This design comes from an exercise in tuning for a short achievable clock period and few clock cycles on the open sky130 flow, not from production work. Function was checked by simulation only, so behaviour that the tests miss may differ from the original. Power and IR drop assume default switching activity.

Setup of nickel:
## dpt_rx_engine
module dpt_rx_engine (
    input  wire        clk,
    input  wire        rst,
    input  wire        in_valid,
    output wire        in_ready,
    input  wire [1:0]  in_op,
    input  wire [31:0] in_data,
    output wire        ram_we,
    output wire [9:0]  ram_waddr,
    output wire [7:0]  ram_wdata,
    output wire [9:0]  ram_raddr,
    input  wire [7:0]  ram_rdata,
    output wire        mem_we,
    output wire [31:0] mem_addr,
    output wire [7:0]  mem_wdata,
    output wire        resp_valid,
    output wire [31:0] resp_value,
    output wire [9:0]  rxq_size,
    output wire [7:0]  idle_count,
    output reg  [31:0] cnt_rx,
    output reg  [31:0] cnt_overrun,
    output reg  [31:0] cnt_buserr
);
    localparam [7:0] TERM = 8'h16;
    localparam [1:0] M_SEEK = 2'd0,    
                     M_CAND = 2'd1,    
                     M_DISC = 2'd2;    
    localparam QW = 4;                 
    reg        rdy;
    reg [9:0]  head, tail, size;
    reg [7:0]  idle_cnt;
    reg [31:0] rx_p1, ovr_p1, err_p1;    
    reg        sem, busy, pend;
    reg [31:0] rx_addr;
  ...
==> flow/config.mk <==
export PLATFORM = sky130hd
export DESIGN_NAME = dpt_rx_engine
export DESIGN_NICKNAME = dpt_rx_engine
export VERILOG_FILES = /design/flow/design.v
export SDC_FILE = /design/flow/constraint.sdc
export NUM_CORES = 4
export LEC_CHECK = 0
export ABC_CLOCK_PERIOD_IN_PS = 2500
export CAP_MARGIN = 20
export CORE_MARGIN = 2
export CORE_UTILIZATION = 50
export CTS_CLUSTER_DIAMETER = 80
export CTS_CLUSTER_SIZE = 20
export PLACE_DENSITY = 0.65
export SETUP_SLACK_MARGIN = 5.0
export SLEW_MARGIN = 20
==> flow/constraint.sdc <==
create_clock -name core_clock -period 8.0 [get_ports {clk}]
set_input_delay 1.6000 -clock core_clock [delete_from_list [all_inputs] [get_ports {clk}]]
set_output_delay 1.6000 -clock core_clock [all_outputs]
set_load 0.01 [all_outputs]
standard.sh (not shown) runs the stock make flow with config.mk's settings and CLKGATE_MAP_FILE= SYNTH_SCRIPT=/design/flow/synth_recipe.tcl, a recipe that flattens the netlist after the stock synthesis.
==> flow/flow/run.sh <==
#!/bin/bash
# Standard ORFS flow (the standard.sh), with the resizer free to change a
# cell's footprint while it repairs timing, and aiming for more setup slack.
set -o pipefail
bash standard.sh MATCH_CELL_FOOTPRINT=0 SETUP_SLACK_MARGIN=5.5 finish > standard.log 2>&1
Per the final summary, nickel finished and its layout is clean on timing, DRC and antenna.
Testbench counts of nickel, summed over its fixed seeds: cycles 109,971.
### nickel -> yarrow
Settings: PLACE_DENSITY: 0.65 -> 0.72; CORE_UTILIZATION: 50 -> 60.
Notes after the runs:
yarrow: via count 3.7% above nickel
| portion of total power attributed to combinational logic | nickel vs yarrow | ≈ equal |
in_ready as the capturing instance or port of the critical path was reported by nickel, and rdy$_SDFF_PP1_ by yarrow.
Taking nickel as the reference, in yarrow total of clock buffers placed in the layout increased by 3 relative to the old numbers; final worst-path cycle share increased by 0.21 points relative to the old numbers; least setup slack across all paths after layout decreased by 0.017 ns relative to the old numbers; total power decreased by 2.5% relative to the old numbers.
What willow does differently from yarrow at the input level:
Settings: swapping 60 for 40 in CORE_UTILIZATION; swapping 0.72 for 0.6 in PLACE_DENSITY.
### Flow results
- The run showing the smaller power is yarrow.
- Per the comparison of willow with yarrow, part of the power in combinational logic went down, number of stages on the worst setup path went down, register fraction of the total cell area went down.
- willow ended with every stage complete and zero timing, DRC or antenna violations.
For maple, these inputs were changed with respect to willow:
Settings: swapping 80 for 100 in CTS_CLUSTER_DIAMETER; swapping 20 for 25 in CTS_CLUSTER_SIZE; swapping 40 for 50 in CORE_UTILIZATION; swapping 0.6 for 0.65 in PLACE_DENSITY.
Findings:
- Result: PASS for each of maple and willow
- On area share of fa/ha/maj cells after synthesis, willow tracks maple almost exactly.
- In the flow results for maple and willow, the post-route clock skew is smaller on maple.
- Taking willow as 1.0, maple lands at 0.803 on floorplan core area.

========
== xenon ==
Another version of the RTL of dpt_rx_engine (not shown whole).
Size in the first run: roughly 1400 flip-flops, about 260 I/O pins, ~59000 sq um of cells after synthesis.
Design dpt_rx_engine, start of the top module:
module dpt_rx_engine (
    input  wire        clk,
    input  wire        rst,
    input  wire        in_valid,
    output wire        in_ready,
    input  wire [1:0]  in_op,
    input  wire [31:0] in_data,
    output wire        ram_we,
    output wire [9:0]  ram_waddr,
    output wire [7:0]  ram_wdata,
    output wire [9:0]  ram_raddr,
    input  wire [7:0]  ram_rdata,
    output wire        mem_we,
    output wire [31:0] mem_addr,
    output wire [7:0]  mem_wdata,
    output wire        resp_valid,
    output wire [31:0] resp_value,
    output wire [9:0]  rxq_size,
    output wire [7:0]  idle_count,
    output reg  [31:0] cnt_rx,
    output reg  [31:0] cnt_overrun,
    output reg  [31:0] cnt_buserr
);
==> flow/config.mk <==
export PLATFORM = sky130hd
export DESIGN_NAME = dpt_rx_engine
export DESIGN_NICKNAME = dpt_rx_engine
export VERILOG_FILES = /design/flow/design.v
export SDC_FILE = /design/flow/constraint.sdc
export NUM_CORES = 4
export LEC_CHECK = 0
export ABC_CLOCK_PERIOD_IN_PS = 2500
export CAP_MARGIN = 20
export CORE_MARGIN = 2
export CORE_UTILIZATION = 40
export PLACE_DENSITY = 0.6
export SETUP_SLACK_MARGIN = 5.0
export SLEW_MARGIN = 20
==> flow/constraint.sdc <==
create_clock -name core_clock -period 8.0 [get_ports {clk}]
set_input_delay 1.6000 -clock core_clock [delete_from_list [all_inputs] [get_ports {clk}]]
set_output_delay 1.6000 -clock core_clock [all_outputs]
set_load 0.01 [all_outputs]
Scripts as last shown in full above: flow/flow/run.sh
Testbench counts of xenon, summed over its fixed seeds: cycles 110,992.
## Diff of input files: sierra against xenon
# xenon
export LEC_CHECK = 0
export ABC_CLOCK_PERIOD_IN_PS = 2500
export CAP_MARGIN = 20
export CORE_MARGIN = 2
export CORE_UTILIZATION = 40
export PLACE_DENSITY = 0.6
export SETUP_SLACK_MARGIN = 5.0
export SLEW_MARGIN = 20
create_clock -name core_clock -period 8.0 [get_ports {clk}]
# sierra
export LEC_CHECK = 0
export ABC_CLOCK_PERIOD_IN_PS = 2500
export CAP_MARGIN = 20
export CORE_MARGIN = 2
export CORE_UTILIZATION = 55
export PLACE_DENSITY = 0.68
export SETUP_SLACK_MARGIN = 5.0
export SLEW_MARGIN = 20
create_clock -name core_clock -period 8.0 [get_ports {clk}]
==> flow/flow/run.sh <==
#!/bin/bash
# Standard ORFS flow (the standard.sh), with the resizer free to change a
# cell's footprint while it repairs timing, and aiming for more setup slack.
set -o pipefail
bash standard.sh MATCH_CELL_FOOTPRINT=0 SETUP_SLACK_MARGIN=5.8 finish > standard.log 2>&1
### Flow results
The pin count of the biggest net entering global routing reported for sierra is smaller than that of xenon by about 32%.
Net total in the final layout: xenon and sierra compared, lower one is xenon
Synthesis-to-finish area growth up 5.4 points in sierra wrt xenon
sierra — period utilization 1.9 points higher, xenon as reference
Changes observed in sierra relative to xenon: cell depth of the worst hold path decreased 2, via count now sits higher.
Diff xenon -> sierra | first-pass GRT wire length | decrease of about 0.7%
Sort xenon and sierra by clock-buffer cell count desc -> top: xenon
Die: sierra smaller than xenon
sierra vs xenon — utilization rose 23 points.

-- port drivers added, routing unchanged --
No port has a modelled driver above. Below, the same layouts with a new extraction and two added sets of constraints. Step 1, drivers: a clkbuf_16 drives clk and a buf_2 each remaining input, both assumed. Step 2, shift: input delay + t, output delay - t, t = (earliest + latest rising clock arrival at the registers) / 2. This alone moves slack from input paths to output paths. a / b / c = ideal ports / drivers / drivers and shift; a / b = the first two.
run	t (ns)	setup slack, ns	worst register clock-pin slew, ns	worst slew at a driven data input, ns	pins driven straight from the clock port
nickel	0.836	5.118 / 5.033 / 4.418	0.09 / 0.09	0.13	1
yarrow	0.810	5.101 / 5.024 / 4.303	0.10 / 0.10	0.11	1
willow	0.865	5.055 / 4.968 / 4.357	0.10 / 0.10	0.08	1
maple	0.812	5.115 / 5.037 / 4.443	0.12 / 0.12	0.16	1
xenon	0.869	5.069 / 4.992 / 4.245	0.07 / 0.07	0.18	1
sierra	0.837	4.921 / 4.921 / 4.219	0.08 / 0.08	0.13	1
After both steps every run listed still meets setup and hold. The setup slack of xenon, which loses most, moves by -0.077 ns with the drivers and by -0.824 ns with both steps.
